Background: an optimization exercise with open tools, aiming at small area. Do not read the settings as production practice. Only simulation tests tie the RTL to the original design; equivalence was not proved.

==> inputs of trial 84 <==
==> flow/design.v <==
module bus_timing (
    input  wire [8:0] md,       
    input  wire [11:0] cd,      
    input  wire [1:0] sel,
    output wire [7:0] ticks
);
    wire [3:0] access_time = md[3:0];
    wire       use_com0    = md[4];
    wire       use_com2    = md[6];
    wire       use_com3    = md[7];
    wire       bus16       = md[8];
    wire [3:0] com0 = cd[3:0];
    wire [3:0] com2 = cd[7:4];
    wire [3:0] com3 = cd[11:8];
    wire [4:0] u    = (use_com0 ? {1'b0, com0} : 5'd0) + (use_com2 ? {1'b0, com2} : 5'd0);
    wire [5:0] base = {1'b0, u} + {2'b00, access_time};
    wire       lt6 = (u < {4'd0, use_com0} + 5'd6);         
    wire [4:0] mn   = use_com3 ? {1'b0, com3} : 5'd0;
    wire [6:0] f0 = {1'b0, base} + 7'd1 + {6'd0, lt6} - {6'd0, use_com0};
    wire [6:0] s1 = {1'b0, base} + 7'd2 - {6'd0, use_com0};
    wire [6:0] fm = {2'b00, mn} + 7'd5;
    wire [6:0] sm = {2'b00, mn} + 7'd2;
    wire [6:0] f  = (f0 < fm) ? fm : f0;        
    wire [6:0] s  = (s1 < sm) ? sm : s1;        
    wire add1 = (sel == 2'd1 && !bus16) || (sel == 2'd2);
    wire add2 = (sel == 2'd2 && !bus16);
    assign ticks = {1'b0, f} + (add1 ? {1'b0, s} : 8'd0) + (add2 ? {s, 1'b0} : 8'd0);
endmodule
module psx_bus_ctrl (
    input  wire        clk,
    input  wire        rst,           
    input  wire        req_valid,
    input  wire [1:0]  req_kind,      
    input  wire        req_write,
    input  wire [1:0]  req_size,      
    input  wire [31:0] req_addr,
    input  wire [31:0] req_wdata,
    input  wire        isc,           
    output wire        resp_valid,
    output wire        resp_ok,
    output wire [2:0]  resp_exc,      
    output wire        resp_invalid,
    output wire [4:0]  resp_region,
    output wire [7:0]  resp_ticks,
    output wire [31:0] resp_rdata
);
    localparam [4:0] R_RAM = 5'd0,  R_EXP1 = 5'd1,  R_SCRATCH = 5'd2, R_MEMCTRL = 5'd3,
                     R_JOY = 5'd4,  R_SIO = 5'd5,   R_MEMCTRL2 = 5'd6, R_INTC = 5'd7,
                     R_DMA = 5'd8,  R_TIMERS = 5'd9, R_CDROM = 5'd10, R_GPU = 5'd11,
                     R_MDEC = 5'd12, R_SPU = 5'd13, R_EXP2 = 5'd14,   R_BIOS = 5'd15,
                     R_HOLE = 5'd16, R_CACHECTL = 5'd17, R_SCRATCHPAD = 5'd18,
                     R_SUPPRESSED = 5'd19;
    localparam [4:0] C_NONE = 5'd24, C_REFUSED = 5'd25,
                     C_ADEL = 5'd28, C_ADES = 5'd29, C_IBE = 5'd30, C_DBE = 5'd31;
    localparam [31:0] RST0 = 32'h1F000000, RST1 = 32'h1F802000, RST2 = 32'h0013243F,
                      RST3 = 32'h00003022, RST4 = 32'h0013243F, RST5 = 32'h200931E1,
                      RST6 = 32'h00020843, RST7 = 32'h00070777, RST8 = 32'h00031125;
    localparam [31:0] RAM_SIZE_RST = 32'h00000B88;
    function [26:0] pk(input [31:0] x);
        pk = {x[31], x[29], x[27:24], x[20:0]};
    endfunction
    function [31:0] upk(input [26:0] x);
        upk = {x[26], 1'b0, x[25], 1'b0, x[24:21], 3'b000, x[20:0]};
    endfunction
    reg [31:0] mc0, mc1;
    reg [26:0] mc2, mc3, mc4, mc5, mc6, mc7;
    reg [17:0] mc8;
    reg [31:0] ram_size_reg;
    reg [31:0] cache_control;
    wire [28:0] pa  = req_addr[28:0];
    wire [2:0]  seg = req_addr[31:29];
    wire is_virt  = (req_kind == 2'd1);
    wire is_fetch = (req_kind == 2'd2);
    wire [1:0] size  = is_fetch ? 2'd2 : req_size;
    wire       write = !is_fetch && req_write;
    wire aligned = (size == 2'd0) ||
                   (size == 2'd1 && pa[0] == 1'b0) ||
                   (size == 2'd2 && pa[1:0] == 2'b00);
    wire ok = (req_kind != 2'd3) && (size != 2'd3) && (aligned || is_virt);
    wire seg_bad    = (seg == 3'b001) || (seg == 3'b010) || (seg == 3'b011);
    wire seg_kseg2  = (seg == 3'b110) || (seg == 3'b111);
    wire seg_cached = (seg == 3'b000) || (seg == 3'b100);
    wire is_cachectl = (req_addr == 32'hFFFE0130);
    wire is_scratch  = (pa[28:10] == 19'h7E000);    
    reg [4:0] pregion;
    always @* begin
        pregion = R_HOLE;
        if (pa[28:23] == 6'd0)                               pregion = R_RAM;
        else if (pa[28:23] == 6'h3E)                         pregion = R_EXP1;
        else if (pa[28:10] == 19'h7E000)                     pregion = R_SCRATCH;
        else if (pa >= 29'h1F801000 && pa <= 29'h1F801023)   pregion = R_MEMCTRL;
        else if (pa[28:4] == 25'h1F80104)                    pregion = R_JOY;
        else if (pa[28:4] == 25'h1F80105)                    pregion = R_SIO;
        else if (pa[28:2] == 27'h7E00418)                   pregion = R_MEMCTRL2;
        else if (pa[28:3] == 26'h3F0020E)                   pregion = R_INTC;
        else if (pa[28:7] == 22'h3F0021)                     pregion = R_DMA;
        else if (pa >= 29'h1F801100 && pa <= 29'h1F80112F)   pregion = R_TIMERS;
        else if (pa[28:2] == 27'h7E00600)                   pregion = R_CDROM;
        else if (pa[28:3] == 26'h3F00302)                   pregion = R_GPU;
        else if (pa[28:3] == 26'h3F00304)                   pregion = R_MDEC;
        else if (pa[28:10] == 19'h7E007)                     pregion = R_SPU;
        else if (pa[28:13] == 16'hFC01)                      pregion = R_EXP2;
        else if (pa[28:19] == 10'h3F8)                       pregion = R_BIOS;
    end
    reg [4:0] code;
    always @* begin
        if (rst || !req_valid)
            code = C_NONE;
        else if (!ok)
            code = C_REFUSED;
        else if (is_virt) begin
            if (!aligned)
                code = write ? C_ADES : C_ADEL;
            else if (seg_bad)
                code = C_DBE;
            else if (seg_kseg2)
                code = is_cachectl ? R_CACHECTL : C_DBE;
            else if (write && isc && seg_cached)
                code = R_SUPPRESSED;
            else if (is_scratch)
                code = R_SCRATCHPAD;
            else
                code = pregion;
        end else if (is_fetch) begin
            if (seg_bad || seg_kseg2)
                code = C_IBE;
            else if (is_scratch)
                code = R_SCRATCHPAD;
            else
                code = pregion;
        end else
            code = pregion;
    end
    wire [31:0] wmask = (size == 2'd0) ? 32'h000000FF :
                        (size == 2'd1) ? 32'h0000FFFF : 32'hFFFFFFFF;
    wire [31:0] v    = req_wdata & wmask;
    wire [31:0] mc_v = v << {pa[1:0], 3'b000};
    wire mc_write = write && code == R_MEMCTRL;
    wire ms_write = write && code == R_MEMCTRL2 && pa[1:0] == 2'd0;
    wire cc_write = write && code == R_CACHECTL;
    wire [3:0] wi = pa[5:2];
    wire [31:0] wv = mc_v;
    function [31:0] ld(input [31:0] r);
        ld = rst ? r : wv;
    endfunction
    wire [8:0] mc_en;
    genvar gi;
    generate for (gi = 0; gi < 9; gi = gi + 1) begin : g_en
        assign mc_en[gi] = rst || (mc_write && wi == gi);
    end endgenerate
    wire ms_en = rst || ms_write;
    wire cc_en = rst || cc_write;
    always @(posedge clk) begin
        if (mc_en[0]) mc0 <= ld(RST0);
        if (mc_en[1]) mc1 <= ld(RST1);
        if (mc_en[2]) mc2 <= pk(ld(RST2));
        if (mc_en[3]) mc3 <= pk(ld(RST3));
        if (mc_en[4]) mc4 <= pk(ld(RST4));
        if (mc_en[5]) mc5 <= pk(ld(RST5));
        if (mc_en[6]) mc6 <= pk(ld(RST6));
        if (mc_en[7]) mc7 <= pk(ld(RST7));
        if (mc_en[8]) mc8 <= ld(RST8);
        if (ms_en) ram_size_reg  <= rst ? RAM_SIZE_RST : v;
        if (cc_en) cache_control <= rst ? 32'd0 : v;
    end
    reg [4:0] r_code;
    reg [1:0] r_sz;
    reg [5:0] r_a;
    reg       r_x21;      
    always @(posedge clk) begin
        r_code <= code;
        r_sz   <= write ? 2'd3 : size;
        r_a    <= pa[5:0];
        r_x21  <= (pa[12:0] == 13'h0021);
    end
    assign resp_valid  = (r_code != C_NONE);
    assign resp_ok     = (r_code != C_REFUSED);
    assign resp_exc    = (r_code[4:2] == 3'b111) ? r_code[2:0] : 3'd0;
    assign resp_region = r_code;
    assign resp_invalid = (r_code == R_SCRATCH) || (r_code == R_HOLE) ||
                          (r_code == R_MEMCTRL2 && r_a[1:0] != 2'd0);
    wire rd = (r_sz != 2'd3);
    wire [31:0] rmask = (r_sz == 2'd0) ? 32'h000000FF :
                        (r_sz == 2'd1) ? 32'h0000FFFF : 32'hFFFFFFFF;
    reg [26:0] md;
    always @* begin
        case (r_code)
            R_EXP1:  md = mc2;
            R_EXP2:  md = mc7;
            R_BIOS:  md = mc4;
            R_CDROM: md = mc6;
            default: md = mc5;
        endcase
    end
    wire [31:0] mdu = upk(md);
    wire [7:0]  t_ticks;
    bus_timing u_t (.md(mdu[12:4]), .cd({mc8[15:8], mc8[3:0]}), .sel(r_sz), .ticks(t_ticks));
    reg [31:0] mcr;
    always @* begin
        case (r_a[5:2])
            4'd0: mcr = mc0;
            4'd1: mcr = mc1;
            4'd2: mcr = upk(mc2);
            4'd3: mcr = upk(mc3);
            4'd4: mcr = upk(mc4);
            4'd5: mcr = upk(mc5);
            4'd6: mcr = upk(mc6);
            4'd7: mcr = upk(mc7);
            default: mcr = {14'd0, mc8};
        endcase
    end
    reg [7:0]  ticks;
    reg [31:0] rdata;
    always @* begin
        ticks = 8'd0;
        rdata = 32'd0;
        if (resp_invalid) begin
            ticks = 8'd1;
            rdata = rd ? rmask : 32'd0;
        end else if (rd) begin
            case (r_code)
                R_EXP1: begin
                    ticks = t_ticks;
                    rdata = rmask;
                end
                R_MEMCTRL: begin
                    ticks = 8'd2;
                    rdata = (mcr >> {r_a[1:0], 3'b000}) & rmask;
                end
                R_MEMCTRL2: begin
                    ticks = 8'd2;
                    rdata = ram_size_reg & rmask;
                end
                R_JOY, R_SIO, R_INTC, R_DMA, R_TIMERS, R_GPU, R_MDEC:
                    ticks = 8'd2;
                R_CDROM, R_SPU, R_BIOS:
                    ticks = t_ticks;
                R_EXP2: begin
                    ticks = t_ticks;
                    rdata = r_x21 ? 32'h0000000C : rmask;
                end
                R_CACHECTL: rdata = cache_control & rmask;
                default: ;
            endcase
        end
    end
    assign resp_ticks = ticks;
    assign resp_rdata = rdata;
endmodule
==> flow/run.sh <==
#!/bin/bash
# synth_recipe.tcl (not shown) runs the flow's synth.tcl, then flattens the netlist and writes it again
# the make line also repeats each setting of config.mk as NAME=value (left out here)
make -C /OpenROAD-flow-scripts/flow DESIGN_CONFIG=/design/flow/config.mk WORK_HOME=/design/flow/orfs CLKGATE_MAP_FILE= SYNTH_SCRIPT=/design/flow/synth_recipe.tcl finish
==> flow/config.mk <==
export PLATFORM = sky130hd
export DESIGN_NAME = psx_bus_ctrl
export DESIGN_NICKNAME = psx_bus_ctrl
export VERILOG_FILES = /design/flow/design.v
export SDC_FILE = /design/flow/constraint.sdc
export NUM_CORES = 4
export LEC_CHECK = 0
export CAP_MARGIN = 20
export CORE_MARGIN = 2
export CORE_UTILIZATION = 40
export SLEW_MARGIN = 20
==> flow/constraint.sdc <==
create_clock -name core_clock -period 25.0 [get_ports {clk}]
set_input_delay 5.0000 -clock core_clock [delete_from_list [all_inputs] [get_ports {clk}]]
set_output_delay 5.0000 -clock core_clock [all_outputs]
set_load 0.01 [all_outputs]
==> build 2: changes against trial 84 <==
==> flow/design.v, changed modules only <==
module psx_bus_ctrl (
    input  wire        clk,
    input  wire        rst,           
    input  wire        req_valid,
    input  wire [1:0]  req_kind,      
    input  wire        req_write,
    input  wire [1:0]  req_size,      
    input  wire [31:0] req_addr,
    input  wire [31:0] req_wdata,
    input  wire        isc,           
    output wire        resp_valid,
    output wire        resp_ok,
    output wire [2:0]  resp_exc,      
    output wire        resp_invalid,
    output wire [4:0]  resp_region,
    output wire [7:0]  resp_ticks,
    output wire [31:0] resp_rdata
);
    localparam [4:0] R_RAM = 5'd0,  R_EXP1 = 5'd1,  R_SCRATCH = 5'd2, R_MEMCTRL = 5'd3,
                     R_JOY = 5'd4,  R_SIO = 5'd5,   R_MEMCTRL2 = 5'd6, R_INTC = 5'd7,
                     R_DMA = 5'd8,  R_TIMERS = 5'd9, R_CDROM = 5'd10, R_GPU = 5'd11,
                     R_MDEC = 5'd12, R_SPU = 5'd13, R_EXP2 = 5'd14,   R_BIOS = 5'd15,
                     R_HOLE = 5'd16, R_CACHECTL = 5'd17, R_SCRATCHPAD = 5'd18,
                     R_SUPPRESSED = 5'd19;
    localparam [4:0] C_NONE = 5'd24, C_REFUSED = 5'd25,
                     C_ADEL = 5'd28, C_ADES = 5'd29, C_IBE = 5'd30, C_DBE = 5'd31;
    localparam [31:0] RST0 = 32'h1F000000, RST1 = 32'h1F802000, RST2 = 32'h0013243F,
                      RST3 = 32'h00003022, RST4 = 32'h0013243F, RST5 = 32'h200931E1,
                      RST6 = 32'h00020843, RST7 = 32'h00070777, RST8 = 32'h00031125;
    localparam [31:0] RAM_SIZE_RST = 32'h00000B88;
    function [26:0] pk(input [31:0] x);
        pk = {x[31], x[29], x[27:24], x[20:0]};
    endfunction
    function [31:0] upk(input [26:0] x);
        upk = {x[26], 1'b0, x[25], 1'b0, x[24:21], 3'b000, x[20:0]};
    endfunction
    reg [31:0] mc0, mc1;
    reg [26:0] mc2, mc3, mc4, mc5, mc6, mc7;
    reg [17:0] mc8;
    reg [31:0] ram_size_reg;
    reg [31:0] cache_control;
    wire [28:0] pa  = req_addr[28:0];
    wire [2:0]  seg = req_addr[31:29];
    wire is_virt  = (req_kind == 2'd1);
    wire is_fetch = (req_kind == 2'd2);
    wire [1:0] size  = is_fetch ? 2'd2 : req_size;
    wire       write = !is_fetch && req_write;
    wire aligned = (size == 2'd0) ||
                   (size == 2'd1 && pa[0] == 1'b0) ||
                   (size == 2'd2 && pa[1:0] == 2'b00);
    wire ok = (req_kind != 2'd3) && (size != 2'd3) && (aligned || is_virt);
    wire seg_bad    = (seg == 3'b001) || (seg == 3'b010) || (seg == 3'b011);
    wire seg_kseg2  = (seg == 3'b110) || (seg == 3'b111);
    wire seg_cached = (seg == 3'b000) || (seg == 3'b100);
    wire is_cachectl = (req_addr == 32'hFFFE0130);
    wire is_scratch  = (pa[28:10] == 19'h7E000);    
    reg [4:0] pregion;
    always @* begin
        pregion = R_HOLE;
        if (pa[28:23] == 6'd0)                               pregion = R_RAM;
        else if (pa[28:23] == 6'h3E)                         pregion = R_EXP1;
        else if (pa[28:10] == 19'h7E000)                     pregion = R_SCRATCH;
        else if (pa >= 29'h1F801000 && pa <= 29'h1F801023)   pregion = R_MEMCTRL;
        else if (pa[28:4] == 25'h1F80104)                    pregion = R_JOY;
        else if (pa[28:4] == 25'h1F80105)                    pregion = R_SIO;
        else if (pa[28:2] == 27'h7E00418)                   pregion = R_MEMCTRL2;
        else if (pa[28:3] == 26'h3F0020E)                   pregion = R_INTC;
        else if (pa[28:7] == 22'h3F0021)                     pregion = R_DMA;
        else if (pa >= 29'h1F801100 && pa <= 29'h1F80112F)   pregion = R_TIMERS;
        else if (pa[28:2] == 27'h7E00600)                   pregion = R_CDROM;
        else if (pa[28:3] == 26'h3F00302)                   pregion = R_GPU;
        else if (pa[28:3] == 26'h3F00304)                   pregion = R_MDEC;
        else if (pa[28:10] == 19'h7E007)                     pregion = R_SPU;
        else if (pa[28:13] == 16'hFC01)                      pregion = R_EXP2;
        else if (pa[28:19] == 10'h3F8)                       pregion = R_BIOS;
    end
    reg [4:0] code;
    always @* begin
        if (rst || !req_valid)
            code = C_NONE;
        else if (!ok)
            code = C_REFUSED;
        else if (is_virt) begin
            if (!aligned)
                code = write ? C_ADES : C_ADEL;
            else if (seg_bad)
                code = C_DBE;
            else if (seg_kseg2)
                code = is_cachectl ? R_CACHECTL : C_DBE;
            else if (write && isc && seg_cached)
                code = R_SUPPRESSED;
            else if (is_scratch)
                code = R_SCRATCHPAD;
            else
                code = pregion;
        end else if (is_fetch) begin
            if (seg_bad || seg_kseg2)
                code = C_IBE;
            else if (is_scratch)
                code = R_SCRATCHPAD;
            else
                code = pregion;
        end else
            code = pregion;
    end
    wire [31:0] wmask = (size == 2'd0) ? 32'h000000FF :
                        (size == 2'd1) ? 32'h0000FFFF : 32'hFFFFFFFF;
    wire [31:0] v    = req_wdata & wmask;
    wire [31:0] mc_v = v << {pa[1:0], 3'b000};
    wire mc_write = write && code == R_MEMCTRL;
    wire ms_write = write && code == R_MEMCTRL2 && pa[1:0] == 2'd0;
    wire cc_write = write && code == R_CACHECTL;
    wire [3:0] wi = pa[5:2];
    wire [31:0] wv = mc_v;
    function [31:0] ld(input [31:0] r);
        ld = rst ? r : wv;
    endfunction
    wire [8:0] mc_en;
    genvar gi;
    generate for (gi = 0; gi < 9; gi = gi + 1) begin : g_en
        assign mc_en[gi] = rst || (mc_write && wi == gi);
    end endgenerate
    wire ms_en = rst || ms_write;
    wire cc_en = rst || cc_write;
    function [31:0] hold(input [31:0] q, input [31:0] d, input en);
        hold = (q & {32{~en}}) | (d & {32{en}});
    endfunction
    always @(posedge clk) begin
        mc0 <= hold(mc0, ld(RST0), mc_en[0]);
        mc1 <= hold(mc1, ld(RST1), mc_en[1]);
        mc2 <= pk(hold(upk(mc2), ld(RST2), mc_en[2]));
        mc3 <= pk(hold(upk(mc3), ld(RST3), mc_en[3]));
        mc4 <= pk(hold(upk(mc4), ld(RST4), mc_en[4]));
        mc5 <= pk(hold(upk(mc5), ld(RST5), mc_en[5]));
        mc6 <= pk(hold(upk(mc6), ld(RST6), mc_en[6]));
        mc7 <= pk(hold(upk(mc7), ld(RST7), mc_en[7]));
        mc8 <= hold({14'd0, mc8}, ld(RST8), mc_en[8]);
        ram_size_reg  <= hold(ram_size_reg, rst ? RAM_SIZE_RST : v, ms_en);
        cache_control <= hold(cache_control, rst ? 32'd0 : v, cc_en);
    end
    localparam [3:0] S_RAMSIZE = 4'd9, S_CC = 4'd10, S_ONES = 4'd11, S_0C = 4'd12,
                     S_ZERO = 4'd15;
    reg [3:0] src;
    always @* begin
        src = S_ZERO;
        if (!write) begin
            case (code)
                R_MEMCTRL:   src = wi;
                R_MEMCTRL2:  src = (pa[1:0] == 2'd0) ? S_RAMSIZE : S_ONES;
                R_CACHECTL:  src = S_CC;
                R_EXP1, R_SCRATCH, R_HOLE: src = S_ONES;
                R_EXP2:      src = (pa[12:0] == 13'h0021) ? S_0C : S_ONES;
                default:     src = S_ZERO;
            endcase
        end
    end
    reg [4:0] r_code;
    reg [1:0] r_sz;
    reg [1:0] r_a;
    reg [3:0] r_src;
    always @(posedge clk) begin
        r_code <= code;
        r_sz   <= write ? 2'd3 : size;
        r_a    <= pa[1:0];
        r_src  <= src;
    end
    assign resp_valid  = (r_code != C_NONE);
    assign resp_ok     = (r_code != C_REFUSED);
    assign resp_exc    = (r_code[4:2] == 3'b111) ? r_code[2:0] : 3'd0;
    assign resp_region = r_code;
    assign resp_invalid = (r_code == R_SCRATCH) || (r_code == R_HOLE) ||
                          (r_code == R_MEMCTRL2 && r_a != 2'd0);
    reg [31:0] w;
    always @* begin
        case (r_src)
            4'd0: w = mc0;
            4'd1: w = mc1;
            4'd2: w = upk(mc2);
            4'd3: w = upk(mc3);
            4'd4: w = upk(mc4);
            4'd5: w = upk(mc5);
            4'd6: w = upk(mc6);
            4'd7: w = upk(mc7);
            4'd8: w = {14'd0, mc8};
            S_RAMSIZE: w = ram_size_reg;
            S_CC:      w = cache_control;
            S_ONES:    w = 32'hFFFFFFFF;
            S_0C:      w = 32'h0C0C0C0C;
            default:   w = 32'd0;
        endcase
    end
    reg [7:0] b0;
    always @* begin
        case (r_a)
            2'd0: b0 = w[7:0];
            2'd1: b0 = w[15:8];
            2'd2: b0 = w[23:16];
            default: b0 = w[31:24];
        endcase
    end
    wire [7:0]  b1 = r_a[1] ? w[31:24] : w[15:8];
    assign resp_rdata = {(r_sz == 2'd2) ? w[31:16] : 16'd0,
                         (r_sz == 2'd1 || r_sz == 2'd2) ? b1 : 8'd0,
                         b0};
    reg [26:0] md;
    always @* begin
        case (r_code)
            R_EXP1:  md = mc2;
            R_EXP2:  md = mc7;
            R_BIOS:  md = mc4;
            R_CDROM: md = mc6;
            default: md = mc5;
        endcase
    end
    wire [31:0] mdu = upk(md);
    wire [7:0]  t_ticks;
    bus_timing u_t (.md(mdu[12:4]), .cd({mc8[15:8], mc8[3:0]}), .sel(r_sz), .ticks(t_ticks));
    reg [7:0] ticks;
    always @* begin
        ticks = 8'd0;
        if (resp_invalid)
            ticks = 8'd1;
        else if (r_sz != 2'd3) begin
            case (r_code)
                R_EXP1, R_CDROM, R_SPU, R_EXP2, R_BIOS:
                    ticks = t_ticks;
                R_MEMCTRL, R_MEMCTRL2, R_JOY, R_SIO, R_INTC, R_DMA, R_TIMERS, R_GPU, R_MDEC:
                    ticks = 8'd2;
                default: ;
            endcase
        end
    end
    assign resp_ticks = ticks;
endmodule
Settings changed: CORE_UTILIZATION 40 to 60, CTS_BUF_LIST set to sky130_fd_sc_hd__clkbuf_4.
==> comparison <==
Between trial 84 and build 2, the lower synthesized area is in build 2 (gap about 2.4%, measured against build 2).
Die area: build 2 is smaller than trial 84 (34%).
Between trial 84 and build 2, the lower global-route usage is in trial 84 (gap 10 points).
Between trial 84 and build 2, the lower critical path depth is in trial 84 (gap 1).

afterwards: timing with drivers on the ports:
The flow's constraints put no driver on any port. The routed layouts listed below were extracted and timed again, unchanged, in two steps.
Step 1: set_driving_cell puts a clkbuf_16 on clk and a buf_2 on each other input, an assumption about the parent block.
Step 2 moves the port delays by t, midway between the first and last clock arrival at a register: inputs arrive t later, outputs are due t later. That takes back most of the time a late clock gives input paths.
Slacks: no drivers / after step 1 / after step 2; pairs: no drivers / after step 1.
run | shift t [ns] | slack for setup (ns) | worst register clock-pin slew, ns
trial 84 | 0.568 | 10.732 / 10.679 / 11.247 | 0.06 / 0.06
build 2 | 0.738 | 10.657 / 10.610 / 11.348 | 0.08 / 0.08
After both steps setup and hold are still met in every run listed.
